Background: an optimization exercise with open tools, aiming at small area, a short achievable clock period and few clock cycles per item. Do not read the settings as production practice.
No functional check of the RTL was part of any run shown here.

==> flow/design.v, too long to show whole: its modules and the start of the top module <==
// module zi_sha256: 1161 lines
module zi_sha256 (
    input  wire         clk,
    input  wire         rst,           
    input  wire         in_valid,
    output wire         in_ready,
    input  wire [31:0]  in_data,
    input  wire         in_last,
    input  wire [2:0]   in_nbytes,     
    output reg          out_valid,
    output wire [255:0] out_digest
);
  // ...
==> flow/flow/run.sh <==
#!/bin/bash
# The standard layout (standard.sh: unchanged synthesis and ORFS steps)
# with these options: timing repair aims at a larger setup margin; every port
# still gets its own buffer, but a plain buf_2 instead of the delay-buffer cell
# buffer_ports picks by itself; clock tree synthesis without dummy balancing
# loads and with larger sink clusters (fewer leaf buffers). The make output goes to flow_make.log; each ORFS step writes its own
# log under orfs/logs/.
set -euo pipefail
bash standard.sh \
  SETUP_SLACK_MARGIN=5.8 \
  "BUFFER_PORTS_ARGS=-buffer_cell sky130_fd_sc_hd__buf_2" \
  "CTS_ARGS=-sink_clustering_enable -repair_clock_nets -dont_use_dummy_load -sink_clustering_size 24 -sink_clustering_max_diameter 80" \
  finish > flow_make.log 2>&1
==> flow/standard.sh <==
#!/bin/bash
# synth_recipe.tcl (not shown) runs the flow's synth.tcl, then flattens the netlist and writes it again
# the make line also repeats each setting of config.mk as NAME=value (left out here)
make -C /OpenROAD-flow-scripts/flow DESIGN_CONFIG=/design/flow/config.mk WORK_HOME=/design/flow/orfs CLKGATE_MAP_FILE= SYNTH_SCRIPT=/design/flow/synth_recipe.tcl "${@:-finish}"
==> flow/config.mk <==
export PLATFORM = sky130hd
export DESIGN_NAME = zi_sha256
export DESIGN_NICKNAME = zi_sha256
export VERILOG_FILES = /design/flow/design.v
export SDC_FILE = /design/flow/constraint.sdc
export NUM_CORES = 4
export LEC_CHECK = 0
export CAP_MARGIN = 20
export CORE_MARGIN = 2
export CORE_UTILIZATION = 40
export SLEW_MARGIN = 20
==> flow/constraint.sdc <==
create_clock -name core_clock -period 10.0 [get_ports {clk}]
set_input_delay 2.0000 -clock core_clock [delete_from_list [all_inputs] [get_ports {clk}]]
set_output_delay 2.0000 -clock core_clock [all_outputs]
set_load 0.01 [all_outputs]
==> run summary, run 1 <==
Outcome: no timing/DRC/antenna violations
Netlist cell types: 108
Die H: 386.2 µm
WHS Endpoint: w[8][3]$_DFF_P_
Slew headroom: 25.34%
H-Tree Depth: 3
Seq. cell area: 24210 µm²
Peak per-stage delay on the critical path: 0.54 ns
Biggest Area Class: multi-input gates
Hold_sp: w[9][3]$_DFF_P_
Total GRT Usage: 28.27%
Syn_area_per_cell: 9.835 µm²
Design area: 65640 µm²
Worst setup endpoint: e[31]$_SDFF_PP0_
M1 WL: 90260 µm
Path depth of the worst reg2reg path: 16
Post-DP Area: 61740 µm²
Top cells by area, synth: dfxtp_1, fa_1, ha_1
Combined area of the multi-input logic cells: 32320 µm²
Synth Area in Compound Gates: 11.59%
Critical path type: register to register
Clock latency on the worst-skew pair: 0.72 ns
Crit path depth: 16
Synthesis-to-layout area growth: 12.32%
Antenna violations before repair: 11
==> run 2, diff against run 1 <==
--- a/flow/design.v
+++ b/flow/design.v
@@ -12,17 +12,17 @@
     localparam [31:0] IV0 = 32'h6a09e667, IV1 = 32'hbb67ae85,
                       IV2 = 32'h3c6ef372, IV3 = 32'ha54ff53a,
                       IV4 = 32'h510e527f, IV5 = 32'h9b05688c,
                       IV6 = 32'h1f83d9ab, IV7 = 32'h5be0cd19;
     reg [31:0] w [0:15];
     reg [31:0] wn;                     
     reg [31:0] a, b, c, e, f, g;
     reg [31:0] pas, pac, pes, pec;
-    reg [31:0] t1;                     
+    reg [31:0] t1s, t1c;               
     reg [31:0] ra0, ra1, ra2, ra3, rb0, rb1, rb2, rb3;
     reg [5:0]  rnd;                    
     reg        act;                    
     reg        act_a;                  
     reg [3:0]  nw;                     
     reg        full;                   
     reg        slot;                   
     reg        pad;                    
@@ -325,318 +325,89 @@
     wire e_rnd_g5_25 = e_rnd_g4_25 | (e_rnd_t4_25 & e_rnd_g4_9);
     wire e_rnd_g5_26 = e_rnd_g4_26 | (e_rnd_t4_26 & e_rnd_g4_10);
     wire e_rnd_g5_27 = e_rnd_g4_27 | (e_rnd_t4_27 & e_rnd_g4_11);
     wire e_rnd_g5_28 = e_rnd_g4_28 | (e_rnd_t4_28 & e_rnd_g4_12);
     wire e_rnd_g5_29 = e_rnd_g4_29 | (e_rnd_t4_29 & e_rnd_g4_13);
     wire e_rnd_g5_30 = e_rnd_g4_30 | (e_rnd_t4_30 & e_rnd_g4_14);
     wire e_rnd_g5_31 = e_rnd_g4_31 | (e_rnd_t4_31 & e_rnd_g4_15);
     wire [31:0] e_rnd = e_rnd_p ^ {e_rnd_g5_30, e_rnd_g5_29, e_rnd_g5_28, e_rnd_g5_27, e_rnd_g5_26, e_rnd_g5_25, e_rnd_g5_24, e_rnd_g5_23, e_rnd_g5_22, e_rnd_g5_21, e_rnd_g5_20, e_rnd_g5_19, e_rnd_g5_18, e_rnd_g5_17, e_rnd_g5_16, e_rnd_g4_15, e_rnd_g4_14, e_rnd_g4_13, e_rnd_g4_12, e_rnd_g4_11, e_rnd_g4_10, e_rnd_g4_9, e_rnd_g4_8, e_rnd_g3_7, e_rnd_g3_6, e_rnd_g3_5, e_rnd_g3_4, e_rnd_g2_3, e_rnd_g2_2, e_rnd_g1_1, (e2s[0] & e2c[0]), 1'b0};
-    wire [31:0] t1s = pas ^ pac ^ ch;
-    wire [31:0] t1c = {((pas & pac) | (pas & ch) | (pac & ch)), 1'b0};
-    wire [31:0] t2s = t1s ^ t1c ^ bsig1;
-    wire [31:0] t2c = {((t1s & t1c) | (t1s & bsig1) | (t1c & bsig1)), 1'b0};
-    wire [31:0] t1_n_p = t2s ^ t2c;
-    wire [31:0] t1_n_t = t2s | t2c;
-    wire t1_n_g1_1 = (t2s[1] & t2c[1]) | (t2s[1] & t2s[0] & t2c[0]) | (t2c[1] & t2s[0] & t2c[0]);
-    wire t1_n_t1_1 = t1_n_t[1] & t1_n_t[0];
-    wire t1_n_g1_2 = (t2s[2] & t2c[2]) | (t2s[2] & t2s[1] & t2c[1]) | (t2c[2] & t2s[1] & t2c[1]);
-    wire t1_n_t1_2 = t1_n_t[2] & t1_n_t[1];
-    wire t1_n_g1_3 = (t2s[3] & t2c[3]) | (t2s[3] & t2s[2] & t2c[2]) | (t2c[3] & t2s[2] & t2c[2]);
-    wire t1_n_t1_3 = t1_n_t[3] & t1_n_t[2];
-    wire t1_n_g1_4 = (t2s[4] & t2c[4]) | (t2s[4] & t2s[3] & t2c[3]) | (t2c[4] & t2s[3] & t2c[3]);
-    wire t1_n_t1_4 = t1_n_t[4] & t1_n_t[3];
-    wire t1_n_g1_5 = (t2s[5] & t2c[5]) | (t2s[5] & t2s[4] & t2c[4]) | (t2c[5] & t2s[4] & t2c[4]);
-    wire t1_n_t1_5 = t1_n_t[5] & t1_n_t[4];
-    wire t1_n_g1_6 = (t2s[6] & t2c[6]) | (t2s[6] & t2s[5] & t2c[5]) | (t2c[6] & t2s[5] & t2c[5]);
-    wire t1_n_t1_6 = t1_n_t[6] & t1_n_t[5];
-    wire t1_n_g1_7 = (t2s[7] & t2c[7]) | (t2s[7] & t2s[6] & t2c[6]) | (t2c[7] & t2s[6] & t2c[6]);
-    wire t1_n_t1_7 = t1_n_t[7] & t1_n_t[6];
-    wire t1_n_g1_8 = (t2s[8] & t2c[8]) | (t2s[8] & t2s[7] & t2c[7]) | (t2c[8] & t2s[7] & t2c[7]);
-    wire t1_n_t1_8 = t1_n_t[8] & t1_n_t[7];
-    wire t1_n_g1_9 = (t2s[9] & t2c[9]) | (t2s[9] & t2s[8] & t2c[8]) | (t2c[9] & t2s[8] & t2c[8]);
-    wire t1_n_t1_9 = t1_n_t[9] & t1_n_t[8];
-    wire t1_n_g1_10 = (t2s[10] & t2c[10]) | (t2s[10] & t2s[9] & t2c[9]) | (t2c[10] & t2s[9] & t2c[9]);
-    wire t1_n_t1_10 = t1_n_t[10] & t1_n_t[9];
-    wire t1_n_g1_11 = (t2s[11] & t2c[11]) | (t2s[11] & t2s[10] & t2c[10]) | (t2c[11] & t2s[10] & t2c[10]);
-    wire t1_n_t1_11 = t1_n_t[11] & t1_n_t[10];
-    wire t1_n_g1_12 = (t2s[12] & t2c[12]) | (t2s[12] & t2s[11] & t2c[11]) | (t2c[12] & t2s[11] & t2c[11]);
-    wire t1_n_t1_12 = t1_n_t[12] & t1_n_t[11];
-    wire t1_n_g1_13 = (t2s[13] & t2c[13]) | (t2s[13] & t2s[12] & t2c[12]) | (t2c[13] & t2s[12] & t2c[12]);
-    wire t1_n_t1_13 = t1_n_t[13] & t1_n_t[12];
-    wire t1_n_g1_14 = (t2s[14] & t2c[14]) | (t2s[14] & t2s[13] & t2c[13]) | (t2c[14] & t2s[13] & t2c[13]);
-    wire t1_n_t1_14 = t1_n_t[14] & t1_n_t[13];
-    wire t1_n_g1_15 = (t2s[15] & t2c[15]) | (t2s[15] & t2s[14] & t2c[14]) | (t2c[15] & t2s[14] & t2c[14]);
-    wire t1_n_t1_15 = t1_n_t[15] & t1_n_t[14];
-    wire t1_n_g1_16 = (t2s[16] & t2c[16]) | (t2s[16] & t2s[15] & t2c[15]) | (t2c[16] & t2s[15] & t2c[15]);
-    wire t1_n_t1_16 = t1_n_t[16] & t1_n_t[15];
-    wire t1_n_g1_17 = (t2s[17] & t2c[17]) | (t2s[17] & t2s[16] & t2c[16]) | (t2c[17] & t2s[16] & t2c[16]);
-    wire t1_n_t1_17 = t1_n_t[17] & t1_n_t[16];
-    wire t1_n_g1_18 = (t2s[18] & t2c[18]) | (t2s[18] & t2s[17] & t2c[17]) | (t2c[18] & t2s[17] & t2c[17]);
-    wire t1_n_t1_18 = t1_n_t[18] & t1_n_t[17];
-    wire t1_n_g1_19 = (t2s[19] & t2c[19]) | (t2s[19] & t2s[18] & t2c[18]) | (t2c[19] & t2s[18] & t2c[18]);
-    wire t1_n_t1_19 = t1_n_t[19] & t1_n_t[18];
-    wire t1_n_g1_20 = (t2s[20] & t2c[20]) | (t2s[20] & t2s[19] & t2c[19]) | (t2c[20] & t2s[19] & t2c[19]);
-    wire t1_n_t1_20 = t1_n_t[20] & t1_n_t[19];
-    wire t1_n_g1_21 = (t2s[21] & t2c[21]) | (t2s[21] & t2s[20] & t2c[20]) | (t2c[21] & t2s[20] & t2c[20]);
-    wire t1_n_t1_21 = t1_n_t[21] & t1_n_t[20];
-    wire t1_n_g1_22 = (t2s[22] & t2c[22]) | (t2s[22] & t2s[21] & t2c[21]) | (t2c[22] & t2s[21] & t2c[21]);
-    wire t1_n_t1_22 = t1_n_t[22] & t1_n_t[21];
-    wire t1_n_g1_23 = (t2s[23] & t2c[23]) | (t2s[23] & t2s[22] & t2c[22]) | (t2c[23] & t2s[22] & t2c[22]);
-    wire t1_n_t1_23 = t1_n_t[23] & t1_n_t[22];
-    wire t1_n_g1_24 = (t2s[24] & t2c[24]) | (t2s[24] & t2s[23] & t2c[23]) | (t2c[24] & t2s[23] & t2c[23]);
-    wire t1_n_t1_24 = t1_n_t[24] & t1_n_t[23];
-    wire t1_n_g1_25 = (t2s[25] & t2c[25]) | (t2s[25] & t2s[24] & t2c[24]) | (t2c[25] & t2s[24] & t2c[24]);
-    wire t1_n_t1_25 = t1_n_t[25] & t1_n_t[24];
-    wire t1_n_g1_26 = (t2s[26] & t2c[26]) | (t2s[26] & t2s[25] & t2c[25]) | (t2c[26] & t2s[25] & t2c[25]);
-    wire t1_n_t1_26 = t1_n_t[26] & t1_n_t[25];
-    wire t1_n_g1_27 = (t2s[27] & t2c[27]) | (t2s[27] & t2s[26] & t2c[26]) | (t2c[27] & t2s[26] & t2c[26]);
-    wire t1_n_t1_27 = t1_n_t[27] & t1_n_t[26];
-    wire t1_n_g1_28 = (t2s[28] & t2c[28]) | (t2s[28] & t2s[27] & t2c[27]) | (t2c[28] & t2s[27] & t2c[27]);
-    wire t1_n_t1_28 = t1_n_t[28] & t1_n_t[27];
-    wire t1_n_g1_29 = (t2s[29] & t2c[29]) | (t2s[29] & t2s[28] & t2c[28]) | (t2c[29] & t2s[28] & t2c[28]);
-    wire t1_n_t1_29 = t1_n_t[29] & t1_n_t[28];
-    wire t1_n_g1_30 = (t2s[30] & t2c[30]) | (t2s[30] & t2s[29] & t2c[29]) | (t2c[30] & t2s[29] & t2c[29]);
-    wire t1_n_t1_30 = t1_n_t[30] & t1_n_t[29];
-    wire t1_n_g1_31 = (t2s[31] & t2c[31]) | (t2s[31] & t2s[30] & t2c[30]) | (t2c[31] & t2s[30] & t2c[30]);
-    wire t1_n_t1_31 = t1_n_t[31] & t1_n_t[30];
-    wire t1_n_g2_2 = t1_n_g1_2 | (t1_n_t1_2 & (t2s[0] & t2c[0]));
-    wire t1_n_g2_3 = t1_n_g1_3 | (t1_n_t1_3 & t1_n_g1_1);
-    wire t1_n_g2_4 = t1_n_g1_4 | (t1_n_t1_4 & t1_n_g1_2);
-    wire t1_n_t2_4 = t1_n_t1_4 & t1_n_t1_2;
-    wire t1_n_g2_5 = t1_n_g1_5 | (t1_n_t1_5 & t1_n_g1_3);
-    wire t1_n_t2_5 = t1_n_t1_5 & t1_n_t1_3;
-    wire t1_n_g2_6 = t1_n_g1_6 | (t1_n_t1_6 & t1_n_g1_4);
-    wire t1_n_t2_6 = t1_n_t1_6 & t1_n_t1_4;
-    wire t1_n_g2_7 = t1_n_g1_7 | (t1_n_t1_7 & t1_n_g1_5);
-    wire t1_n_t2_7 = t1_n_t1_7 & t1_n_t1_5;
-    wire t1_n_g2_8 = t1_n_g1_8 | (t1_n_t1_8 & t1_n_g1_6);
-    wire t1_n_t2_8 = t1_n_t1_8 & t1_n_t1_6;
-    wire t1_n_g2_9 = t1_n_g1_9 | (t1_n_t1_9 & t1_n_g1_7);
-    wire t1_n_t2_9 = t1_n_t1_9 & t1_n_t1_7;
-    wire t1_n_g2_10 = t1_n_g1_10 | (t1_n_t1_10 & t1_n_g1_8);
-    wire t1_n_t2_10 = t1_n_t1_10 & t1_n_t1_8;
-    wire t1_n_g2_11 = t1_n_g1_11 | (t1_n_t1_11 & t1_n_g1_9);
-    wire t1_n_t2_11 = t1_n_t1_11 & t1_n_t1_9;
-    wire t1_n_g2_12 = t1_n_g1_12 | (t1_n_t1_12 & t1_n_g1_10);
-    wire t1_n_t2_12 = t1_n_t1_12 & t1_n_t1_10;
-    wire t1_n_g2_13 = t1_n_g1_13 | (t1_n_t1_13 & t1_n_g1_11);
-    wire t1_n_t2_13 = t1_n_t1_13 & t1_n_t1_11;
-    wire t1_n_g2_14 = t1_n_g1_14 | (t1_n_t1_14 & t1_n_g1_12);
-    wire t1_n_t2_14 = t1_n_t1_14 & t1_n_t1_12;
-    wire t1_n_g2_15 = t1_n_g1_15 | (t1_n_t1_15 & t1_n_g1_13);
-    wire t1_n_t2_15 = t1_n_t1_15 & t1_n_t1_13;
-    wire t1_n_g2_16 = t1_n_g1_16 | (t1_n_t1_16 & t1_n_g1_14);
-    wire t1_n_t2_16 = t1_n_t1_16 & t1_n_t1_14;
-    wire t1_n_g2_17 = t1_n_g1_17 | (t1_n_t1_17 & t1_n_g1_15);
-    wire t1_n_t2_17 = t1_n_t1_17 & t1_n_t1_15;
-    wire t1_n_g2_18 = t1_n_g1_18 | (t1_n_t1_18 & t1_n_g1_16);
-    wire t1_n_t2_18 = t1_n_t1_18 & t1_n_t1_16;
-    wire t1_n_g2_19 = t1_n_g1_19 | (t1_n_t1_19 & t1_n_g1_17);
-    wire t1_n_t2_19 = t1_n_t1_19 & t1_n_t1_17;
-    wire t1_n_g2_20 = t1_n_g1_20 | (t1_n_t1_20 & t1_n_g1_18);
-    wire t1_n_t2_20 = t1_n_t1_20 & t1_n_t1_18;
-    wire t1_n_g2_21 = t1_n_g1_21 | (t1_n_t1_21 & t1_n_g1_19);
-    wire t1_n_t2_21 = t1_n_t1_21 & t1_n_t1_19;
-    wire t1_n_g2_22 = t1_n_g1_22 | (t1_n_t1_22 & t1_n_g1_20);
-    wire t1_n_t2_22 = t1_n_t1_22 & t1_n_t1_20;
-    wire t1_n_g2_23 = t1_n_g1_23 | (t1_n_t1_23 & t1_n_g1_21);
-    wire t1_n_t2_23 = t1_n_t1_23 & t1_n_t1_21;
-    wire t1_n_g2_24 = t1_n_g1_24 | (t1_n_t1_24 & t1_n_g1_22);
-    wire t1_n_t2_24 = t1_n_t1_24 & t1_n_t1_22;
-    wire t1_n_g2_25 = t1_n_g1_25 | (t1_n_t1_25 & t1_n_g1_23);
-    wire t1_n_t2_25 = t1_n_t1_25 & t1_n_t1_23;
-    wire t1_n_g2_26 = t1_n_g1_26 | (t1_n_t1_26 & t1_n_g1_24);
-    wire t1_n_t2_26 = t1_n_t1_26 & t1_n_t1_24;
-    wire t1_n_g2_27 = t1_n_g1_27 | (t1_n_t1_27 & t1_n_g1_25);
-    wire t1_n_t2_27 = t1_n_t1_27 & t1_n_t1_25;
-    wire t1_n_g2_28 = t1_n_g1_28 | (t1_n_t1_28 & t1_n_g1_26);
-    wire t1_n_t2_28 = t1_n_t1_28 & t1_n_t1_26;
-    wire t1_n_g2_29 = t1_n_g1_29 | (t1_n_t1_29 & t1_n_g1_27);
-    wire t1_n_t2_29 = t1_n_t1_29 & t1_n_t1_27;
-    wire t1_n_g2_30 = t1_n_g1_30 | (t1_n_t1_30 & t1_n_g1_28);
-    wire t1_n_t2_30 = t1_n_t1_30 & t1_n_t1_28;
-    wire t1_n_g2_31 = t1_n_g1_31 | (t1_n_t1_31 & t1_n_g1_29);
-    wire t1_n_t2_31 = t1_n_t1_31 & t1_n_t1_29;
-    wire t1_n_g3_4 = t1_n_g2_4 | (t1_n_t2_4 & (t2s[0] & t2c[0]));
-    wire t1_n_g3_5 = t1_n_g2_5 | (t1_n_t2_5 & t1_n_g1_1);
-    wire t1_n_g3_6 = t1_n_g2_6 | (t1_n_t2_6 & t1_n_g2_2);
-    wire t1_n_g3_7 = t1_n_g2_7 | (t1_n_t2_7 & t1_n_g2_3);
-    wire t1_n_g3_8 = t1_n_g2_8 | (t1_n_t2_8 & t1_n_g2_4);
-    wire t1_n_t3_8 = t1_n_t2_8 & t1_n_t2_4;
-    wire t1_n_g3_9 = t1_n_g2_9 | (t1_n_t2_9 & t1_n_g2_5);
-    wire t1_n_t3_9 = t1_n_t2_9 & t1_n_t2_5;
-    wire t1_n_g3_10 = t1_n_g2_10 | (t1_n_t2_10 & t1_n_g2_6);
-    wire t1_n_t3_10 = t1_n_t2_10 & t1_n_t2_6;
-    wire t1_n_g3_11 = t1_n_g2_11 | (t1_n_t2_11 & t1_n_g2_7);
-    wire t1_n_t3_11 = t1_n_t2_11 & t1_n_t2_7;
-    wire t1_n_g3_12 = t1_n_g2_12 | (t1_n_t2_12 & t1_n_g2_8);
-    wire t1_n_t3_12 = t1_n_t2_12 & t1_n_t2_8;
-    wire t1_n_g3_13 = t1_n_g2_13 | (t1_n_t2_13 & t1_n_g2_9);
-    wire t1_n_t3_13 = t1_n_t2_13 & t1_n_t2_9;
-    wire t1_n_g3_14 = t1_n_g2_14 | (t1_n_t2_14 & t1_n_g2_10);
-    wire t1_n_t3_14 = t1_n_t2_14 & t1_n_t2_10;
-    wire t1_n_g3_15 = t1_n_g2_15 | (t1_n_t2_15 & t1_n_g2_11);
-    wire t1_n_t3_15 = t1_n_t2_15 & t1_n_t2_11;
-    wire t1_n_g3_16 = t1_n_g2_16 | (t1_n_t2_16 & t1_n_g2_12);
-    wire t1_n_t3_16 = t1_n_t2_16 & t1_n_t2_12;
-    wire t1_n_g3_17 = t1_n_g2_17 | (t1_n_t2_17 & t1_n_g2_13);
-    wire t1_n_t3_17 = t1_n_t2_17 & t1_n_t2_13;
-    wire t1_n_g3_18 = t1_n_g2_18 | (t1_n_t2_18 & t1_n_g2_14);
-    wire t1_n_t3_18 = t1_n_t2_18 & t1_n_t2_14;
-    wire t1_n_g3_19 = t1_n_g2_19 | (t1_n_t2_19 & t1_n_g2_15);
-    wire t1_n_t3_19 = t1_n_t2_19 & t1_n_t2_15;
-    wire t1_n_g3_20 = t1_n_g2_20 | (t1_n_t2_20 & t1_n_g2_16);
-    wire t1_n_t3_20 = t1_n_t2_20 & t1_n_t2_16;
-    wire t1_n_g3_21 = t1_n_g2_21 | (t1_n_t2_21 & t1_n_g2_17);
-    wire t1_n_t3_21 = t1_n_t2_21 & t1_n_t2_17;
-    wire t1_n_g3_22 = t1_n_g2_22 | (t1_n_t2_22 & t1_n_g2_18);
-    wire t1_n_t3_22 = t1_n_t2_22 & t1_n_t2_18;
-    wire t1_n_g3_23 = t1_n_g2_23 | (t1_n_t2_23 & t1_n_g2_19);
-    wire t1_n_t3_23 = t1_n_t2_23 & t1_n_t2_19;
-    wire t1_n_g3_24 = t1_n_g2_24 | (t1_n_t2_24 & t1_n_g2_20);
-    wire t1_n_t3_24 = t1_n_t2_24 & t1_n_t2_20;
-    wire t1_n_g3_25 = t1_n_g2_25 | (t1_n_t2_25 & t1_n_g2_21);
-    wire t1_n_t3_25 = t1_n_t2_25 & t1_n_t2_21;
-    wire t1_n_g3_26 = t1_n_g2_26 | (t1_n_t2_26 & t1_n_g2_22);
-    wire t1_n_t3_26 = t1_n_t2_26 & t1_n_t2_22;
-    wire t1_n_g3_27 = t1_n_g2_27 | (t1_n_t2_27 & t1_n_g2_23);
-    wire t1_n_t3_27 = t1_n_t2_27 & t1_n_t2_23;
-    wire t1_n_g3_28 = t1_n_g2_28 | (t1_n_t2_28 & t1_n_g2_24);
-    wire t1_n_t3_28 = t1_n_t2_28 & t1_n_t2_24;
-    wire t1_n_g3_29 = t1_n_g2_29 | (t1_n_t2_29 & t1_n_g2_25);
-    wire t1_n_t3_29 = t1_n_t2_29 & t1_n_t2_25;
-    wire t1_n_g3_30 = t1_n_g2_30 | (t1_n_t2_30 & t1_n_g2_26);
-    wire t1_n_t3_30 = t1_n_t2_30 & t1_n_t2_26;
-    wire t1_n_g3_31 = t1_n_g2_31 | (t1_n_t2_31 & t1_n_g2_27);
-    wire t1_n_t3_31 = t1_n_t2_31 & t1_n_t2_27;
-    wire t1_n_g4_8 = t1_n_g3_8 | (t1_n_t3_8 & (t2s[0] & t2c[0]));
-    wire t1_n_g4_9 = t1_n_g3_9 | (t1_n_t3_9 & t1_n_g1_1);
-    wire t1_n_g4_10 = t1_n_g3_10 | (t1_n_t3_10 & t1_n_g2_2);
-    wire t1_n_g4_11 = t1_n_g3_11 | (t1_n_t3_11 & t1_n_g2_3);
-    wire t1_n_g4_12 = t1_n_g3_12 | (t1_n_t3_12 & t1_n_g3_4);
-    wire t1_n_g4_13 = t1_n_g3_13 | (t1_n_t3_13 & t1_n_g3_5);
-    wire t1_n_g4_14 = t1_n_g3_14 | (t1_n_t3_14 & t1_n_g3_6);
-    wire t1_n_g4_15 = t1_n_g3_15 | (t1_n_t3_15 & t1_n_g3_7);
-    wire t1_n_g4_16 = t1_n_g3_16 | (t1_n_t3_16 & t1_n_g3_8);
-    wire t1_n_t4_16 = t1_n_t3_16 & t1_n_t3_8;
-    wire t1_n_g4_17 = t1_n_g3_17 | (t1_n_t3_17 & t1_n_g3_9);
-    wire t1_n_t4_17 = t1_n_t3_17 & t1_n_t3_9;
-    wire t1_n_g4_18 = t1_n_g3_18 | (t1_n_t3_18 & t1_n_g3_10);
-    wire t1_n_t4_18 = t1_n_t3_18 & t1_n_t3_10;
-    wire t1_n_g4_19 = t1_n_g3_19 | (t1_n_t3_19 & t1_n_g3_11);
-    wire t1_n_t4_19 = t1_n_t3_19 & t1_n_t3_11;
-    wire t1_n_g4_20 = t1_n_g3_20 | (t1_n_t3_20 & t1_n_g3_12);
-    wire t1_n_t4_20 = t1_n_t3_20 & t1_n_t3_12;
-    wire t1_n_g4_21 = t1_n_g3_21 | (t1_n_t3_21 & t1_n_g3_13);
-    wire t1_n_t4_21 = t1_n_t3_21 & t1_n_t3_13;
-    wire t1_n_g4_22 = t1_n_g3_22 | (t1_n_t3_22 & t1_n_g3_14);
-    wire t1_n_t4_22 = t1_n_t3_22 & t1_n_t3_14;
-    wire t1_n_g4_23 = t1_n_g3_23 | (t1_n_t3_23 & t1_n_g3_15);
-    wire t1_n_t4_23 = t1_n_t3_23 & t1_n_t3_15;
-    wire t1_n_g4_24 = t1_n_g3_24 | (t1_n_t3_24 & t1_n_g3_16);
-    wire t1_n_t4_24 = t1_n_t3_24 & t1_n_t3_16;
-    wire t1_n_g4_25 = t1_n_g3_25 | (t1_n_t3_25 & t1_n_g3_17);
-    wire t1_n_t4_25 = t1_n_t3_25 & t1_n_t3_17;
-    wire t1_n_g4_26 = t1_n_g3_26 | (t1_n_t3_26 & t1_n_g3_18);
-    wire t1_n_t4_26 = t1_n_t3_26 & t1_n_t3_18;
-    wire t1_n_g4_27 = t1_n_g3_27 | (t1_n_t3_27 & t1_n_g3_19);
-    wire t1_n_t4_27 = t1_n_t3_27 & t1_n_t3_19;
-    wire t1_n_g4_28 = t1_n_g3_28 | (t1_n_t3_28 & t1_n_g3_20);
-    wire t1_n_t4_28 = t1_n_t3_28 & t1_n_t3_20;
-    wire t1_n_g4_29 = t1_n_g3_29 | (t1_n_t3_29 & t1_n_g3_21);
-    wire t1_n_t4_29 = t1_n_t3_29 & t1_n_t3_21;
-    wire t1_n_g4_30 = t1_n_g3_30 | (t1_n_t3_30 & t1_n_g3_22);
-    wire t1_n_t4_30 = t1_n_t3_30 & t1_n_t3_22;
-    wire t1_n_g4_31 = t1_n_g3_31 | (t1_n_t3_31 & t1_n_g3_23);
-    wire t1_n_t4_31 = t1_n_t3_31 & t1_n_t3_23;
-    wire t1_n_g5_16 = t1_n_g4_16 | (t1_n_t4_16 & (t2s[0] & t2c[0]));
-    wire t1_n_g5_17 = t1_n_g4_17 | (t1_n_t4_17 & t1_n_g1_1);
-    wire t1_n_g5_18 = t1_n_g4_18 | (t1_n_t4_18 & t1_n_g2_2);
-    wire t1_n_g5_19 = t1_n_g4_19 | (t1_n_t4_19 & t1_n_g2_3);
-    wire t1_n_g5_20 = t1_n_g4_20 | (t1_n_t4_20 & t1_n_g3_4);
-    wire t1_n_g5_21 = t1_n_g4_21 | (t1_n_t4_21 & t1_n_g3_5);
-    wire t1_n_g5_22 = t1_n_g4_22 | (t1_n_t4_22 & t1_n_g3_6);
-    wire t1_n_g5_23 = t1_n_g4_23 | (t1_n_t4_23 & t1_n_g3_7);
-    wire t1_n_g5_24 = t1_n_g4_24 | (t1_n_t4_24 & t1_n_g4_8);
-    wire t1_n_g5_25 = t1_n_g4_25 | (t1_n_t4_25 & t1_n_g4_9);
-    wire t1_n_g5_26 = t1_n_g4_26 | (t1_n_t4_26 & t1_n_g4_10);
-    wire t1_n_g5_27 = t1_n_g4_27 | (t1_n_t4_27 & t1_n_g4_11);
-    wire t1_n_g5_28 = t1_n_g4_28 | (t1_n_t4_28 & t1_n_g4_12);
-    wire t1_n_g5_29 = t1_n_g4_29 | (t1_n_t4_29 & t1_n_g4_13);
-    wire t1_n_g5_30 = t1_n_g4_30 | (t1_n_t4_30 & t1_n_g4_14);
-    wire t1_n_g5_31 = t1_n_g4_31 | (t1_n_t4_31 & t1_n_g4_15);
-    wire [31:0] t1_n = t1_n_p ^ {t1_n_g5_30, t1_n_g5_29, t1_n_g5_28, t1_n_g5_27, t1_n_g5_26, t1_n_g5_25, t1_n_g5_24, t1_n_g5_23, t1_n_g5_22, t1_n_g5_21, t1_n_g5_20, t1_n_g5_19, t1_n_g5_18, t1_n_g5_17, t1_n_g5_16, t1_n_g4_15, t1_n_g4_14, t1_n_g4_13, t1_n_g4_12, t1_n_g4_11, t1_n_g4_10, t1_n_g4_9, t1_n_g4_8, t1_n_g3_7, t1_n_g3_6, t1_n_g3_5, t1_n_g3_4, t1_n_g2_3, t1_n_g2_2, t1_n_g1_1, (t2s[0] & t2c[0]), 1'b0};
-    wire [31:0] a1s = t1 ^ maj ^ bsig0;
-    wire [31:0] a1c = {((t1 & maj) | (t1 & bsig0) | (maj & bsig0)), 1'b0};
-    wire [31:0] a_rnd_p = a1s ^ a1c;
-    wire [31:0] a_rnd_t = a1s | a1c;
-    wire a_rnd_g1_1 = (a1s[1] & a1c[1]) | (a1s[1] & a1s[0] & a1c[0]) | (a1c[1] & a1s[0] & a1c[0]);
+    wire [31:0] u1s = pas ^ pac ^ ch;
+    wire [31:0] u1c = {((pas & pac) | (pas & ch) | (pac & ch)), 1'b0};
+    wire [31:0] u2s = u1s ^ u1c ^ bsig1;
+    wire [31:0] u2c = {((u1s & u1c) | (u1s & bsig1) | (u1c & bsig1)), 1'b0};
+    wire [31:0] a1s = t1s ^ t1c ^ maj;
+    wire [31:0] a1c = {((t1s & t1c) | (t1s & maj) | (t1c & maj)), 1'b0};
+    wire [31:0] a2s = a1s ^ a1c ^ bsig0;
+    wire [31:0] a2c = {((a1s & a1c) | (a1s & bsig0) | (a1c & bsig0)), 1'b0};
+    wire [31:0] a_rnd_p = a2s ^ a2c;
+    wire [31:0] a_rnd_t = a2s | a2c;
+    wire a_rnd_g1_1 = (a2s[1] & a2c[1]) | (a2s[1] & a2s[0] & a2c[0]) | (a2c[1] & a2s[0] & a2c[0]);
     wire a_rnd_t1_1 = a_rnd_t[1] & a_rnd_t[0];
-    wire a_rnd_g1_2 = (a1s[2] & a1c[2]) | (a1s[2] & a1s[1] & a1c[1]) | (a1c[2] & a1s[1] & a1c[1]);
+    wire a_rnd_g1_2 = (a2s[2] & a2c[2]) | (a2s[2] & a2s[1] & a2c[1]) | (a2c[2] & a2s[1] & a2c[1]);
     wire a_rnd_t1_2 = a_rnd_t[2] & a_rnd_t[1];
-    wire a_rnd_g1_3 = (a1s[3] & a1c[3]) | (a1s[3] & a1s[2] & a1c[2]) | (a1c[3] & a1s[2] & a1c[2]);
+    wire a_rnd_g1_3 = (a2s[3] & a2c[3]) | (a2s[3] & a2s[2] & a2c[2]) | (a2c[3] & a2s[2] & a2c[2]);
     wire a_rnd_t1_3 = a_rnd_t[3] & a_rnd_t[2];
-    wire a_rnd_g1_4 = (a1s[4] & a1c[4]) | (a1s[4] & a1s[3] & a1c[3]) | (a1c[4] & a1s[3] & a1c[3]);
+    wire a_rnd_g1_4 = (a2s[4] & a2c[4]) | (a2s[4] & a2s[3] & a2c[3]) | (a2c[4] & a2s[3] & a2c[3]);
     wire a_rnd_t1_4 = a_rnd_t[4] & a_rnd_t[3];
-    wire a_rnd_g1_5 = (a1s[5] & a1c[5]) | (a1s[5] & a1s[4] & a1c[4]) | (a1c[5] & a1s[4] & a1c[4]);
+    wire a_rnd_g1_5 = (a2s[5] & a2c[5]) | (a2s[5] & a2s[4] & a2c[4]) | (a2c[5] & a2s[4] & a2c[4]);
     wire a_rnd_t1_5 = a_rnd_t[5] & a_rnd_t[4];
-    wire a_rnd_g1_6 = (a1s[6] & a1c[6]) | (a1s[6] & a1s[5] & a1c[5]) | (a1c[6] & a1s[5] & a1c[5]);
+    wire a_rnd_g1_6 = (a2s[6] & a2c[6]) | (a2s[6] & a2s[5] & a2c[5]) | (a2c[6] & a2s[5] & a2c[5]);
     wire a_rnd_t1_6 = a_rnd_t[6] & a_rnd_t[5];
-    wire a_rnd_g1_7 = (a1s[7] & a1c[7]) | (a1s[7] & a1s[6] & a1c[6]) | (a1c[7] & a1s[6] & a1c[6]);
+    wire a_rnd_g1_7 = (a2s[7] & a2c[7]) | (a2s[7] & a2s[6] & a2c[6]) | (a2c[7] & a2s[6] & a2c[6]);
     wire a_rnd_t1_7 = a_rnd_t[7] & a_rnd_t[6];
-    wire a_rnd_g1_8 = (a1s[8] & a1c[8]) | (a1s[8] & a1s[7] & a1c[7]) | (a1c[8] & a1s[7] & a1c[7]);
+    wire a_rnd_g1_8 = (a2s[8] & a2c[8]) | (a2s[8] & a2s[7] & a2c[7]) | (a2c[8] & a2s[7] & a2c[7]);
     wire a_rnd_t1_8 = a_rnd_t[8] & a_rnd_t[7];
-    wire a_rnd_g1_9 = (a1s[9] & a1c[9]) | (a1s[9] & a1s[8] & a1c[8]) | (a1c[9] & a1s[8] & a1c[8]);
+    wire a_rnd_g1_9 = (a2s[9] & a2c[9]) | (a2s[9] & a2s[8] & a2c[8]) | (a2c[9] & a2s[8] & a2c[8]);
     wire a_rnd_t1_9 = a_rnd_t[9] & a_rnd_t[8];
-    wire a_rnd_g1_10 = (a1s[10] & a1c[10]) | (a1s[10] & a1s[9] & a1c[9]) | (a1c[10] & a1s[9] & a1c[9]);
+    wire a_rnd_g1_10 = (a2s[10] & a2c[10]) | (a2s[10] & a2s[9] & a2c[9]) | (a2c[10] & a2s[9] & a2c[9]);
     wire a_rnd_t1_10 = a_rnd_t[10] & a_rnd_t[9];
-    wire a_rnd_g1_11 = (a1s[11] & a1c[11]) | (a1s[11] & a1s[10] & a1c[10]) | (a1c[11] & a1s[10] & a1c[10]);
+    wire a_rnd_g1_11 = (a2s[11] & a2c[11]) | (a2s[11] & a2s[10] & a2c[10]) | (a2c[11] & a2s[10] & a2c[10]);
     wire a_rnd_t1_11 = a_rnd_t[11] & a_rnd_t[10];
-    wire a_rnd_g1_12 = (a1s[12] & a1c[12]) | (a1s[12] & a1s[11] & a1c[11]) | (a1c[12] & a1s[11] & a1c[11]);
+    wire a_rnd_g1_12 = (a2s[12] & a2c[12]) | (a2s[12] & a2s[11] & a2c[11]) | (a2c[12] & a2s[11] & a2c[11]);
     wire a_rnd_t1_12 = a_rnd_t[12] & a_rnd_t[11];
-    wire a_rnd_g1_13 = (a1s[13] & a1c[13]) | (a1s[13] & a1s[12] & a1c[12]) | (a1c[13] & a1s[12] & a1c[12]);
+    wire a_rnd_g1_13 = (a2s[13] & a2c[13]) | (a2s[13] & a2s[12] & a2c[12]) | (a2c[13] & a2s[12] & a2c[12]);
     wire a_rnd_t1_13 = a_rnd_t[13] & a_rnd_t[12];
-    wire a_rnd_g1_14 = (a1s[14] & a1c[14]) | (a1s[14] & a1s[13] & a1c[13]) | (a1c[14] & a1s[13] & a1c[13]);
+    wire a_rnd_g1_14 = (a2s[14] & a2c[14]) | (a2s[14] & a2s[13] & a2c[13]) | (a2c[14] & a2s[13] & a2c[13]);
     wire a_rnd_t1_14 = a_rnd_t[14] & a_rnd_t[13];
-    wire a_rnd_g1_15 = (a1s[15] & a1c[15]) | (a1s[15] & a1s[14] & a1c[14]) | (a1c[15] & a1s[14] & a1c[14]);
+    wire a_rnd_g1_15 = (a2s[15] & a2c[15]) | (a2s[15] & a2s[14] & a2c[14]) | (a2c[15] & a2s[14] & a2c[14]);
     wire a_rnd_t1_15 = a_rnd_t[15] & a_rnd_t[14];
-    wire a_rnd_g1_16 = (a1s[16] & a1c[16]) | (a1s[16] & a1s[15] & a1c[15]) | (a1c[16] & a1s[15] & a1c[15]);
+    wire a_rnd_g1_16 = (a2s[16] & a2c[16]) | (a2s[16] & a2s[15] & a2c[15]) | (a2c[16] & a2s[15] & a2c[15]);
     wire a_rnd_t1_16 = a_rnd_t[16] & a_rnd_t[15];
-    wire a_rnd_g1_17 = (a1s[17] & a1c[17]) | (a1s[17] & a1s[16] & a1c[16]) | (a1c[17] & a1s[16] & a1c[16]);
+    wire a_rnd_g1_17 = (a2s[17] & a2c[17]) | (a2s[17] & a2s[16] & a2c[16]) | (a2c[17] & a2s[16] & a2c[16]);
     wire a_rnd_t1_17 = a_rnd_t[17] & a_rnd_t[16];
-    wire a_rnd_g1_18 = (a1s[18] & a1c[18]) | (a1s[18] & a1s[17] & a1c[17]) | (a1c[18] & a1s[17] & a1c[17]);
+    wire a_rnd_g1_18 = (a2s[18] & a2c[18]) | (a2s[18] & a2s[17] & a2c[17]) | (a2c[18] & a2s[17] & a2c[17]);
     wire a_rnd_t1_18 = a_rnd_t[18] & a_rnd_t[17];
-    wire a_rnd_g1_19 = (a1s[19] & a1c[19]) | (a1s[19] & a1s[18] & a1c[18]) | (a1c[19] & a1s[18] & a1c[18]);
+    wire a_rnd_g1_19 = (a2s[19] & a2c[19]) | (a2s[19] & a2s[18] & a2c[18]) | (a2c[19] & a2s[18] & a2c[18]);
     wire a_rnd_t1_19 = a_rnd_t[19] & a_rnd_t[18];
-    wire a_rnd_g1_20 = (a1s[20] & a1c[20]) | (a1s[20] & a1s[19] & a1c[19]) | (a1c[20] & a1s[19] & a1c[19]);
+    wire a_rnd_g1_20 = (a2s[20] & a2c[20]) | (a2s[20] & a2s[19] & a2c[19]) | (a2c[20] & a2s[19] & a2c[19]);
     wire a_rnd_t1_20 = a_rnd_t[20] & a_rnd_t[19];
-    wire a_rnd_g1_21 = (a1s[21] & a1c[21]) | (a1s[21] & a1s[20] & a1c[20]) | (a1c[21] & a1s[20] & a1c[20]);
+    wire a_rnd_g1_21 = (a2s[21] & a2c[21]) | (a2s[21] & a2s[20] & a2c[20]) | (a2c[21] & a2s[20] & a2c[20]);
     wire a_rnd_t1_21 = a_rnd_t[21] & a_rnd_t[20];
-    wire a_rnd_g1_22 = (a1s[22] & a1c[22]) | (a1s[22] & a1s[21] & a1c[21]) | (a1c[22] & a1s[21] & a1c[21]);
+    wire a_rnd_g1_22 = (a2s[22] & a2c[22]) | (a2s[22] & a2s[21] & a2c[21]) | (a2c[22] & a2s[21] & a2c[21]);
     wire a_rnd_t1_22 = a_rnd_t[22] & a_rnd_t[21];
-    wire a_rnd_g1_23 = (a1s[23] & a1c[23]) | (a1s[23] & a1s[22] & a1c[22]) | (a1c[23] & a1s[22] & a1c[22]);
+    wire a_rnd_g1_23 = (a2s[23] & a2c[23]) | (a2s[23] & a2s[22] & a2c[22]) | (a2c[23] & a2s[22] & a2c[22]);
     wire a_rnd_t1_23 = a_rnd_t[23] & a_rnd_t[22];
-    wire a_rnd_g1_24 = (a1s[24] & a1c[24]) | (a1s[24] & a1s[23] & a1c[23]) | (a1c[24] & a1s[23] & a1c[23]);
+    wire a_rnd_g1_24 = (a2s[24] & a2c[24]) | (a2s[24] & a2s[23] & a2c[23]) | (a2c[24] & a2s[23] & a2c[23]);
     wire a_rnd_t1_24 = a_rnd_t[24] & a_rnd_t[23];
-    wire a_rnd_g1_25 = (a1s[25] & a1c[25]) | (a1s[25] & a1s[24] & a1c[24]) | (a1c[25] & a1s[24] & a1c[24]);
+    wire a_rnd_g1_25 = (a2s[25] & a2c[25]) | (a2s[25] & a2s[24] & a2c[24]) | (a2c[25] & a2s[24] & a2c[24]);
     wire a_rnd_t1_25 = a_rnd_t[25] & a_rnd_t[24];
-    wire a_rnd_g1_26 = (a1s[26] & a1c[26]) | (a1s[26] & a1s[25] & a1c[25]) | (a1c[26] & a1s[25] & a1c[25]);
+    wire a_rnd_g1_26 = (a2s[26] & a2c[26]) | (a2s[26] & a2s[25] & a2c[25]) | (a2c[26] & a2s[25] & a2c[25]);
     wire a_rnd_t1_26 = a_rnd_t[26] & a_rnd_t[25];
-    wire a_rnd_g1_27 = (a1s[27] & a1c[27]) | (a1s[27] & a1s[26] & a1c[26]) | (a1c[27] & a1s[26] & a1c[26]);
+    wire a_rnd_g1_27 = (a2s[27] & a2c[27]) | (a2s[27] & a2s[26] & a2c[26]) | (a2c[27] & a2s[26] & a2c[26]);
     wire a_rnd_t1_27 = a_rnd_t[27] & a_rnd_t[26];
-    wire a_rnd_g1_28 = (a1s[28] & a1c[28]) | (a1s[28] & a1s[27] & a1c[27]) | (a1c[28] & a1s[27] & a1c[27]);
+    wire a_rnd_g1_28 = (a2s[28] & a2c[28]) | (a2s[28] & a2s[27] & a2c[27]) | (a2c[28] & a2s[27] & a2c[27]);
     wire a_rnd_t1_28 = a_rnd_t[28] & a_rnd_t[27];
-    wire a_rnd_g1_29 = (a1s[29] & a1c[29]) | (a1s[29] & a1s[28] & a1c[28]) | (a1c[29] & a1s[28] & a1c[28]);
+    wire a_rnd_g1_29 = (a2s[29] & a2c[29]) | (a2s[29] & a2s[28] & a2c[28]) | (a2c[29] & a2s[28] & a2c[28]);
     wire a_rnd_t1_29 = a_rnd_t[29] & a_rnd_t[28];
-    wire a_rnd_g1_30 = (a1s[30] & a1c[30]) | (a1s[30] & a1s[29] & a1c[29]) | (a1c[30] & a1s[29] & a1c[29]);
+    wire a_rnd_g1_30 = (a2s[30] & a2c[30]) | (a2s[30] & a2s[29] & a2c[29]) | (a2c[30] & a2s[29] & a2c[29]);
     wire a_rnd_t1_30 = a_rnd_t[30] & a_rnd_t[29];
-    wire a_rnd_g1_31 = (a1s[31] & a1c[31]) | (a1s[31] & a1s[30] & a1c[30]) | (a1c[31] & a1s[30] & a1c[30]);
+    wire a_rnd_g1_31 = (a2s[31] & a2c[31]) | (a2s[31] & a2s[30] & a2c[30]) | (a2c[31] & a2s[30] & a2c[30]);
     wire a_rnd_t1_31 = a_rnd_t[31] & a_rnd_t[30];
-    wire a_rnd_g2_2 = a_rnd_g1_2 | (a_rnd_t1_2 & (a1s[0] & a1c[0]));
+    wire a_rnd_g2_2 = a_rnd_g1_2 | (a_rnd_t1_2 & (a2s[0] & a2c[0]));
     wire a_rnd_g2_3 = a_rnd_g1_3 | (a_rnd_t1_3 & a_rnd_g1_1);
     wire a_rnd_g2_4 = a_rnd_g1_4 | (a_rnd_t1_4 & a_rnd_g1_2);
     wire a_rnd_t2_4 = a_rnd_t1_4 & a_rnd_t1_2;
     wire a_rnd_g2_5 = a_rnd_g1_5 | (a_rnd_t1_5 & a_rnd_g1_3);
     wire a_rnd_t2_5 = a_rnd_t1_5 & a_rnd_t1_3;
     wire a_rnd_g2_6 = a_rnd_g1_6 | (a_rnd_t1_6 & a_rnd_g1_4);
     wire a_rnd_t2_6 = a_rnd_t1_6 & a_rnd_t1_4;
     wire a_rnd_g2_7 = a_rnd_g1_7 | (a_rnd_t1_7 & a_rnd_g1_5);
@@ -684,17 +455,17 @@
     wire a_rnd_g2_28 = a_rnd_g1_28 | (a_rnd_t1_28 & a_rnd_g1_26);
     wire a_rnd_t2_28 = a_rnd_t1_28 & a_rnd_t1_26;
     wire a_rnd_g2_29 = a_rnd_g1_29 | (a_rnd_t1_29 & a_rnd_g1_27);
     wire a_rnd_t2_29 = a_rnd_t1_29 & a_rnd_t1_27;
     wire a_rnd_g2_30 = a_rnd_g1_30 | (a_rnd_t1_30 & a_rnd_g1_28);
     wire a_rnd_t2_30 = a_rnd_t1_30 & a_rnd_t1_28;
     wire a_rnd_g2_31 = a_rnd_g1_31 | (a_rnd_t1_31 & a_rnd_g1_29);
     wire a_rnd_t2_31 = a_rnd_t1_31 & a_rnd_t1_29;
-    wire a_rnd_g3_4 = a_rnd_g2_4 | (a_rnd_t2_4 & (a1s[0] & a1c[0]));
+    wire a_rnd_g3_4 = a_rnd_g2_4 | (a_rnd_t2_4 & (a2s[0] & a2c[0]));
     wire a_rnd_g3_5 = a_rnd_g2_5 | (a_rnd_t2_5 & a_rnd_g1_1);
     wire a_rnd_g3_6 = a_rnd_g2_6 | (a_rnd_t2_6 & a_rnd_g2_2);
     wire a_rnd_g3_7 = a_rnd_g2_7 | (a_rnd_t2_7 & a_rnd_g2_3);
     wire a_rnd_g3_8 = a_rnd_g2_8 | (a_rnd_t2_8 & a_rnd_g2_4);
     wire a_rnd_t3_8 = a_rnd_t2_8 & a_rnd_t2_4;
     wire a_rnd_g3_9 = a_rnd_g2_9 | (a_rnd_t2_9 & a_rnd_g2_5);
     wire a_rnd_t3_9 = a_rnd_t2_9 & a_rnd_t2_5;
     wire a_rnd_g3_10 = a_rnd_g2_10 | (a_rnd_t2_10 & a_rnd_g2_6);
@@ -736,17 +507,17 @@
     wire a_rnd_g3_28 = a_rnd_g2_28 | (a_rnd_t2_28 & a_rnd_g2_24);
     wire a_rnd_t3_28 = a_rnd_t2_28 & a_rnd_t2_24;
     wire a_rnd_g3_29 = a_rnd_g2_29 | (a_rnd_t2_29 & a_rnd_g2_25);
     wire a_rnd_t3_29 = a_rnd_t2_29 & a_rnd_t2_25;
     wire a_rnd_g3_30 = a_rnd_g2_30 | (a_rnd_t2_30 & a_rnd_g2_26);
     wire a_rnd_t3_30 = a_rnd_t2_30 & a_rnd_t2_26;
     wire a_rnd_g3_31 = a_rnd_g2_31 | (a_rnd_t2_31 & a_rnd_g2_27);
     wire a_rnd_t3_31 = a_rnd_t2_31 & a_rnd_t2_27;
-    wire a_rnd_g4_8 = a_rnd_g3_8 | (a_rnd_t3_8 & (a1s[0] & a1c[0]));
+    wire a_rnd_g4_8 = a_rnd_g3_8 | (a_rnd_t3_8 & (a2s[0] & a2c[0]));
     wire a_rnd_g4_9 = a_rnd_g3_9 | (a_rnd_t3_9 & a_rnd_g1_1);
     wire a_rnd_g4_10 = a_rnd_g3_10 | (a_rnd_t3_10 & a_rnd_g2_2);
     wire a_rnd_g4_11 = a_rnd_g3_11 | (a_rnd_t3_11 & a_rnd_g2_3);
     wire a_rnd_g4_12 = a_rnd_g3_12 | (a_rnd_t3_12 & a_rnd_g3_4);
     wire a_rnd_g4_13 = a_rnd_g3_13 | (a_rnd_t3_13 & a_rnd_g3_5);
     wire a_rnd_g4_14 = a_rnd_g3_14 | (a_rnd_t3_14 & a_rnd_g3_6);
     wire a_rnd_g4_15 = a_rnd_g3_15 | (a_rnd_t3_15 & a_rnd_g3_7);
     wire a_rnd_g4_16 = a_rnd_g3_16 | (a_rnd_t3_16 & a_rnd_g3_8);
@@ -776,33 +547,33 @@
     wire a_rnd_g4_28 = a_rnd_g3_28 | (a_rnd_t3_28 & a_rnd_g3_20);
     wire a_rnd_t4_28 = a_rnd_t3_28 & a_rnd_t3_20;
     wire a_rnd_g4_29 = a_rnd_g3_29 | (a_rnd_t3_29 & a_rnd_g3_21);
     wire a_rnd_t4_29 = a_rnd_t3_29 & a_rnd_t3_21;
     wire a_rnd_g4_30 = a_rnd_g3_30 | (a_rnd_t3_30 & a_rnd_g3_22);
     wire a_rnd_t4_30 = a_rnd_t3_30 & a_rnd_t3_22;
     wire a_rnd_g4_31 = a_rnd_g3_31 | (a_rnd_t3_31 & a_rnd_g3_23);
     wire a_rnd_t4_31 = a_rnd_t3_31 & a_rnd_t3_23;
-    wire a_rnd_g5_16 = a_rnd_g4_16 | (a_rnd_t4_16 & (a1s[0] & a1c[0]));
+    wire a_rnd_g5_16 = a_rnd_g4_16 | (a_rnd_t4_16 & (a2s[0] & a2c[0]));
     wire a_rnd_g5_17 = a_rnd_g4_17 | (a_rnd_t4_17 & a_rnd_g1_1);
     wire a_rnd_g5_18 = a_rnd_g4_18 | (a_rnd_t4_18 & a_rnd_g2_2);
     wire a_rnd_g5_19 = a_rnd_g4_19 | (a_rnd_t4_19 & a_rnd_g2_3);
     wire a_rnd_g5_20 = a_rnd_g4_20 | (a_rnd_t4_20 & a_rnd_g3_4);
     wire a_rnd_g5_21 = a_rnd_g4_21 | (a_rnd_t4_21 & a_rnd_g3_5);
     wire a_rnd_g5_22 = a_rnd_g4_22 | (a_rnd_t4_22 & a_rnd_g3_6);
     wire a_rnd_g5_23 = a_rnd_g4_23 | (a_rnd_t4_23 & a_rnd_g3_7);
     wire a_rnd_g5_24 = a_rnd_g4_24 | (a_rnd_t4_24 & a_rnd_g4_8);
     wire a_rnd_g5_25 = a_rnd_g4_25 | (a_rnd_t4_25 & a_rnd_g4_9);
     wire a_rnd_g5_26 = a_rnd_g4_26 | (a_rnd_t4_26 & a_rnd_g4_10);
     wire a_rnd_g5_27 = a_rnd_g4_27 | (a_rnd_t4_27 & a_rnd_g4_11);
     wire a_rnd_g5_28 = a_rnd_g4_28 | (a_rnd_t4_28 & a_rnd_g4_12);
     wire a_rnd_g5_29 = a_rnd_g4_29 | (a_rnd_t4_29 & a_rnd_g4_13);
     wire a_rnd_g5_30 = a_rnd_g4_30 | (a_rnd_t4_30 & a_rnd_g4_14);
     wire a_rnd_g5_31 = a_rnd_g4_31 | (a_rnd_t4_31 & a_rnd_g4_15);
-    wire [31:0] a_rnd = a_rnd_p ^ {a_rnd_g5_30, a_rnd_g5_29, a_rnd_g5_28, a_rnd_g5_27, a_rnd_g5_26, a_rnd_g5_25, a_rnd_g5_24, a_rnd_g5_23, a_rnd_g5_22, a_rnd_g5_21, a_rnd_g5_20, a_rnd_g5_19, a_rnd_g5_18, a_rnd_g5_17, a_rnd_g5_16, a_rnd_g4_15, a_rnd_g4_14, a_rnd_g4_13, a_rnd_g4_12, a_rnd_g4_11, a_rnd_g4_10, a_rnd_g4_9, a_rnd_g4_8, a_rnd_g3_7, a_rnd_g3_6, a_rnd_g3_5, a_rnd_g3_4, a_rnd_g2_3, a_rnd_g2_2, a_rnd_g1_1, (a1s[0] & a1c[0]), 1'b0};
+    wire [31:0] a_rnd = a_rnd_p ^ {a_rnd_g5_30, a_rnd_g5_29, a_rnd_g5_28, a_rnd_g5_27, a_rnd_g5_26, a_rnd_g5_25, a_rnd_g5_24, a_rnd_g5_23, a_rnd_g5_22, a_rnd_g5_21, a_rnd_g5_20, a_rnd_g5_19, a_rnd_g5_18, a_rnd_g5_17, a_rnd_g5_16, a_rnd_g4_15, a_rnd_g4_14, a_rnd_g4_13, a_rnd_g4_12, a_rnd_g4_11, a_rnd_g4_10, a_rnd_g4_9, a_rnd_g4_8, a_rnd_g3_7, a_rnd_g3_6, a_rnd_g3_5, a_rnd_g3_4, a_rnd_g2_3, a_rnd_g2_2, a_rnd_g1_1, (a2s[0] & a2c[0]), 1'b0};
     wire [31:0] w2  = w[2];
     wire [31:0] w15 = w[15];
     wire [31:0] ssig0 = {w2[6:0], w2[31:7]} ^ {w2[17:0], w2[31:18]} ^ (w2 >> 3);
     wire [31:0] ssig1 = {w15[16:0], w15[31:17]} ^ {w15[18:0], w15[31:19]} ^ (w15 >> 10);
     wire [31:0] s1s = w[10] ^ w[1] ^ ssig0;
     wire [31:0] s1c = {((w[10] & w[1]) | (w[10] & ssig0) | (w[1] & ssig0)), 1'b0};
     wire [31:0] s2s = s1s ^ s1c ^ ssig1;
     wire [31:0] s2c = {((s1s & s1c) | (s1s & ssig1) | (s1c & ssig1)), 1'b0};
@@ -1064,17 +835,18 @@
         for (i = 0; i < 15; i = i + 1)
             w[i] <= w[i+1];
         w[15] <= q3 ? (ins ? word : w[0]) : wn;
         wn <= wn_n;
         pas <= p2s;
         pac <= p2c;
         pes <= q3s;
         pec <= q3c;
-        t1 <= t1_n;
+        t1s <= u2s;
+        t1c <= u2c;
         if (lastfin) begin
             {e, f, g} <= {IV4, IV5, IV6};
         end else begin
             e <= act ? e_rnd : rb1;
             f <= last ? se : e;
             g <= last ? rb3 : f;
         end
         if (lastfin_a) begin
==> flow/flow/run.sh (replaced) <==
#!/bin/bash
# The standard layout (standard.sh: unchanged synthesis and ORFS steps)
# with these options: timing repair aims at a larger setup margin; every port
# still gets its own buffer, but a plain buf_2 instead of the delay-buffer cell
# buffer_ports picks by itself; clock tree synthesis without dummy balancing
# loads and with larger sink clusters (fewer leaf buffers). The make output goes to flow_make.log; each ORFS step writes its own
# log under orfs/logs/.
set -euo pipefail
bash standard.sh \
  SETUP_SLACK_MARGIN=6.0 \
  "BUFFER_PORTS_ARGS=-buffer_cell sky130_fd_sc_hd__buf_2" \
  "CTS_ARGS=-sink_clustering_enable -repair_clock_nets -dont_use_dummy_load -sink_clustering_size 24 -sink_clustering_max_diameter 80" \
  finish > flow_make.log 2>&1
==> run summary, run 2 <==
Outcome: no timing/DRC/antenna violations
CP Launch Type: register
Register area share after synthesis: 42.74%
Final hold vios: 0
Synth cell count leaders: dfxtp_1, inv_1, nand2_1
RSZ-0062 raised after global routing: yes
Post-Syn Area: 57660 µm²
Total GRT Usage: 26.70% (-1.6 points)
Crit path arrival time: 4.88 ns
Final WL: 200200 µm
Ys async rst share: 0%
Top_reg_cell synth: dfxtp_1
Critical path type: register to register
Largest net degree at the start of global routing: 94
ANT cells: 0
Count leader, synth: dfxtp_1
Max reg flops: 512
Grt total ovfl: 0
Syn Inst Count: 5697
Fin nets: 6674
Clock latency on the worst-skew pair: 0.74 ns (+0.02 ns)
Via Count: 41800
DRT iter0 DRCs: 3545
Final number of max-transition violations: 0
Top reg by flops: w
CTS tree: built
Clk slew on worst S/H paths: 0.09 ns
Final setup viols: 0
H-Tree Depth: 3 (unchanged)
Core outline area: 143300 µm²
First-pass GRT wire length: 286500 µm
Syn_area_per_cell: 10.12 µm² (+2.9%)
Max-cap viol count: 0
Vias per cell: 5.302
Crit-path max FO: 4
Netlist cell types: 81 (-25%)
Fin Setup TNS: 0 ns
Critical path data required time: 10.67 ns
Layout cells sized above 1: 17.04%
DRC: 0
Synthesis-to-layout area growth: 14.58%
Drt wl/cell: 25.40 µm
Vias in the first global route: 41190
Routability cong.: 0.9630
Hold crit path type: register to register
Minimum clock period: 4.215 ns
Drt pass-1 iters: 6
Fin util: 46.10%
Post-synth EDFFs: 0
Post-synthesis net count: 6388
I/O pins: 297
Seq cells post-synth: 1231
Die H: 383.7 µm (-0.66%)
Worst slew pin tran: 1.141 ns
Antenna-violating nets left: 0
Most frequent cells in the layout: dfxtp_1, inv_1, nand2_1
CTS root buffer: clkbuf_16
Hpwl dp: 153800 µm
Initial Utilization: 40.23%
CP Capture Type: register
Antenna violations before repair: 7 (-4)
Slew headroom: 23.47% (-1.9 points)
Die width: 383.7 µm
Num CTS Buffers: 74
Largest area contributor in the netlist: dfxtp_1
CTS Buffer Depth: 3
Port Buffers: 296
Core Rows: 139
Commonest non-fill, non-tap cell in the layout: dfxtp_1
Clk sinks: 1231
Top cells by area, synth: dfxtp_1, fa_1, ha_1
Tcrit/Tclk final: 42.15%
Syn. warnings: 2
Synth top area share: 42.74%
Clock skew: 0.08315 ns
DIE AREA: 147200 µm²
Fmax: 237.2 MHz
[run 2: cell count changes in the layout (fill, tap and decap cells not counted), sizes merged, moves of 28 or more]
cell   change
o21ai     -84
buf       +42
nand2     -42
inv       +37
dfxtp     +31
fa        +29
nor2      -29
o31ai     +28
[run 2: routing by layer]
metal | global-route usage [%] | up-vias | wire length (µm)
met5 | 0 | - | 13
met4 | 10.67 | 2 | 9175
met3 | 5.015 | 344 | 14770
met2 | 42.24 | 1526 | 89780
met1 | 35.99 | 20800 | 86500
li1 | - | 19130 | -
[run 2: kinds of logic after synthesis]
kind of cell,after synthesis,synth area share [%]
fa+ha+maj,686,19.88
simple gates,1314,10.24
compound gates,891,10.14
xor+xnor,442,6.714
mux,250,4.540
flops,1231,42.74
buf+inv,883,5.748
[run 2: final timing paths]
path	start	to	slack [ns]	cells after the start
worst max-delay path	w[2][25]$_DFF_P_	wn[30]$_DFF_P_	5.78	15
worst min-delay path	w[9][28]$_DFF_P_	w[8][28]$_DFF_P_	0.30	0
worst max register to register	w[2][25]$_DFF_P_	wn[30]$_DFF_P_	5.78	15
worst min register to register	w[9][28]$_DFF_P_	w[8][28]$_DFF_P_	0.30	0
[run 2: through the flow]
step,worst slack [ns],cell area (µm²),cells,hold WS [ns]
2_1_floorplan,5.831,57720,5697,0.3096
3_3_place_gp,5.020,60930,7666,0.3097
3_5_place_dp,4.866,60930,7666,0.3121
4_1_cts,5.787,64920,7837,0.2866
5_1_grt,5.597,66070,7884,0.2960
6_report,5.785,66070,7884,0.3022
[run 2: repair_timing]
| action | CTS | global route |
|---|---|---|
| setup buffers | 96 | 47 |
| hold buffers | 0 | 0 |
| cloned | 1 | 0 |
| endpoints found under the setup margin | 230 | 147 |
| resized for setup | 350 | 183 |
| pin swaps | 103 | 92 |
[run 2: final cells by class]
| type | count | area [µm²] |
|---|---|---|
| clock buffers | 74 | 1852 |
| fillers | 13450 | 77240 |
| inverters | 609 | 2307 |
| multi-input cells | 3583 | 31590 |
| flip-flops and latches | 1231 | 24890 |
| well taps | 1903 | 2381 |
| repair buffers | 484 | 3049 |
[run 2: worst max-delay path, stage by stage, from the launching register on]
cell and delay, ns:
dfxtp_4 0.39, xnor2_2 0.16, xnor2_2 0.17, fa_1 0.52
fa_2 0.48, or2_1 0.25, a31oi_1 0.27, o311ai_1 0.20
o21ai_2 0.19, and4_4 0.27, o211ai_1 0.08, buf_4 0.16
a211o_1 0.27, a211o_1 0.34, a211oi_2 0.24, xnor2_1 0.13
==> run 3, diff against run 2 <==
--- a/flow/flow/run.sh
+++ b/flow/flow/run.sh
@@ -8,5 +8,5 @@
 set -euo pipefail
 bash standard.sh \
-  SETUP_SLACK_MARGIN=6.0 \
+  SETUP_SLACK_MARGIN=5.9 \
   "BUFFER_PORTS_ARGS=-buffer_cell sky130_fd_sc_hd__buf_2" \
   "CTS_ARGS=-sink_clustering_enable -repair_clock_nets -dont_use_dummy_load -sink_clustering_size 24 -sink_clustering_max_diameter 80" \
--- a/flow/config.mk
+++ b/flow/config.mk
@@ -8,4 +8,4 @@
 export CAP_MARGIN = 20
 export CORE_MARGIN = 2
-export CORE_UTILIZATION = 40
+export CORE_UTILIZATION = 55
 export SLEW_MARGIN = 20
==> run summary, run 3 <==
Tcrit/Tclk final: 42.25% (+0.10 points)
R2R Path Start: e[2]$_SDFF_PP1_
Die H: 327.8 µm (-15%)
Crit path arrival time: 4.78 ns (-0.10 ns)
Critical R2R Capture: e[28]$_SDFF_PP1_
Peak per-stage delay on the critical path: 0.47 ns (-0.05 ns)
Ys async rst share: 0% (unchanged)
Pre-CTS setup slack: 4.498 ns (-0.3683 ns)
Slowest CP cell: fa_1
Delay-heaviest family, CP: compound AO/OA/AOI/OAI gates
First-pass GRT wire length: 285300 µm (-0.41%)
Crit path from: e[2]$_SDFF_PP1_
Routability cong.: 0.9658 (+0.29%)
Drt wl/cell: 27.33 µm (+7.6%)
Max reg flops: 512 (unchanged)
Outcome: no timing/DRC/antenna violations
Commonest non-fill, non-tap cell in the layout: dfxtp_1
Post-Syn Area: 57660 µm² (unchanged)
Worst-path cell chain: mux2_4, fa_1, inv_1, fa_2, buf_6, buf_4, a211oi_2, a211oi_4, o31ai_4, a41oi_2, o211ai_1, buf_4, buf_6, a31oi_4, a31oi_4, a21oi_2, xnor2_2, a211o_1
Crit-path max FO: 3 (-1)
Hpwl dp: 153500 µm (-0.20%)
Clk slew on worst S/H paths: 0.10 ns (about the same)
Worst setup endpoint: e[28]$_SDFF_PP1_
Slew headroom: 28.11% (+4.6 points)
Crit path depth: 18 (+3)
Design area: 64820 µm² (-1.9%)
Vias per cell: 5.779 (+9.0%)
RSZ-0062 raised after global routing: yes
Minimum clock period: 4.225 ns (+0.01034 ns)
Total GRT Usage: 36.70% (+10 points)
Final number of max-transition violations: 0 (unchanged)
Synth cell count leaders: dfxtp_1, inv_1, nand2_1
Syn_area_per_cell: 10.12 µm² (unchanged)
CP Capture Type: register
Critical path data required time: 10.55 ns (-0.12 ns)
Via Count: 42320 (+1.2%)
Synthesis-to-layout area growth: 12.41%
Top reg by flops: w
Fin nets: 6635 (-0.58%)
Top cells by area, synth: dfxtp_1, fa_1, ha_1
Die width: 327.8 µm (-15%)
Register area share after synthesis: 42.74% (unchanged)
Fmax: 236.7 MHz (-0.24%)
Hold crit path type: register to register
Post-synthesis net count: 6388 (unchanged)
CTS tree: built
[run 3: cell types whose count changed in the layout (fill, tap and decap cells not counted), sizes merged]
| cell | change |
|---|---|
| clkinv | -2 |
| bufbuf | -1 |
| buf | -31 |
| inv | +2 |
| clkbuf | -7 |
[run 3: metal layers]
layer,routed length (µm),track usage (%),vias up
met2,95570,61.57,1744
met3,13670,5.851,414
li1,-,-,19040
met5,29,0,-
met4,11370,17.27,4
met1,79440,46.45,21110
[run 3: what timing repair did]
item | CTS | global route
hold buffers | 0 | 0
gates resized for setup | 296 | 219
endpoints found under the setup margin | 227 | 133
pin swaps | 88 | 115
setup buffers | 73 | 44
[run 3: worst min path at each step]
stage,start,slack (ns),to,cells past startpoint
2_1_floorplan,rst_d1$_DFF_P_,0.31,rst_d2$_DFF_P_,0
3_3_place_gp,w[6][13]$_DFF_P_,0.31,w[5][13]$_DFF_P_,0
3_5_place_dp,rst_d1$_DFF_P_,0.31,rst_d2$_DFF_P_,0
4_1_cts,w[7][17]$_DFF_P_,0.30,w[6][17]$_DFF_P_,0
5_1_grt,w[3][27]$_DFF_P_,0.31,w[2][27]$_DFF_P_,0
6_report,w[7][20]$_DFF_P_,0.30,w[6][20]$_DFF_P_,0
[run 3: cells by family after synthesis]
| kind of cell | count (synthesis) | synth area share [%] |
|---|---|---|
| fa+ha+maj | 686 | 19.88 |
| buf+inv | 883 | 5.748 |
| mux | 250 | 4.540 |
| xor+xnor | 442 | 6.714 |
| simple gates | 1314 | 10.24 |
| flops | 1231 | 42.74 |
| compound gates | 891 | 10.14 |
[run 3: area by class of cell]
cell class	instances	area, µm²
clock buffers	67	1677
repair buffers	452	2764
fillers	8652	38980
multi-input cells	3583	31450
inverters	609	2306
flip-flops and latches	1231	24890
well taps	1380	1727
[run 3: worst register-to-register path: stages, from the launching register on]
cell and delay [ns]:
dfxtp_4 0.38, mux2_4 0.31, fa_1 0.47, inv_1 0.05, fa_2 0.45, buf_6 0.15, buf_4 0.13, a211oi_2 0.27
a211oi_4 0.10, o31ai_4 0.23, a41oi_2 0.22, o211ai_1 0.21, buf_4 0.16, buf_6 0.10, a31oi_4 0.13, a31oi_4 0.25
a21oi_2 0.09, xnor2_2 0.16, a211o_1 0.29
[run 3: through the flow]
step / util, % / std cells / hold WS (ns)
after floorplan: - / 5697 / 0.3096
after global placement: 57.99 / 7138 / 0.3095
after detailed placement: 57.99 / 7138 / 0.3118
after CTS: 61.21 / 7278 / 0.3035
after global routing: 62.45 / 7322 / 0.3136
final: 62.45 / 7322 / 0.3013

## afterwards: timing with drivers on the ports
In the flow no input, the clock included, has a driving cell. The finished layouts below were timed again as built, in two steps.
Step 1 assumes that a clkbuf_16 drives the clock port and a buf_2 every other input.
Step 2 moves the port delays by t, midway between the first and last clock arrival at a register: inputs arrive t later, outputs are due t later. That takes back most of the time a late clock gives input paths.
Slacks: ideal / step 1 / step 2; pairs: ideal / step 1.
| run | t, ns | slack for setup (ns) | worst setup path at the end | pins driven straight from the clock port |
|---|---|---|---|---|
| run 1 | 0.737 | 5.539 / 5.539 / 5.497 | input to register | 1 |
| run 2 | 0.762 | 5.785 / 5.785 / 5.577 | input to register | 1 |
| run 3 | 0.738 | 5.775 / 5.775 / 5.775 | register to register | 1 |
After both steps every run listed still meets setup and hold. For run 2, which loses most, drivers alone change the setup slack by 0.000 ns; drivers and shift together by -0.208 ns.
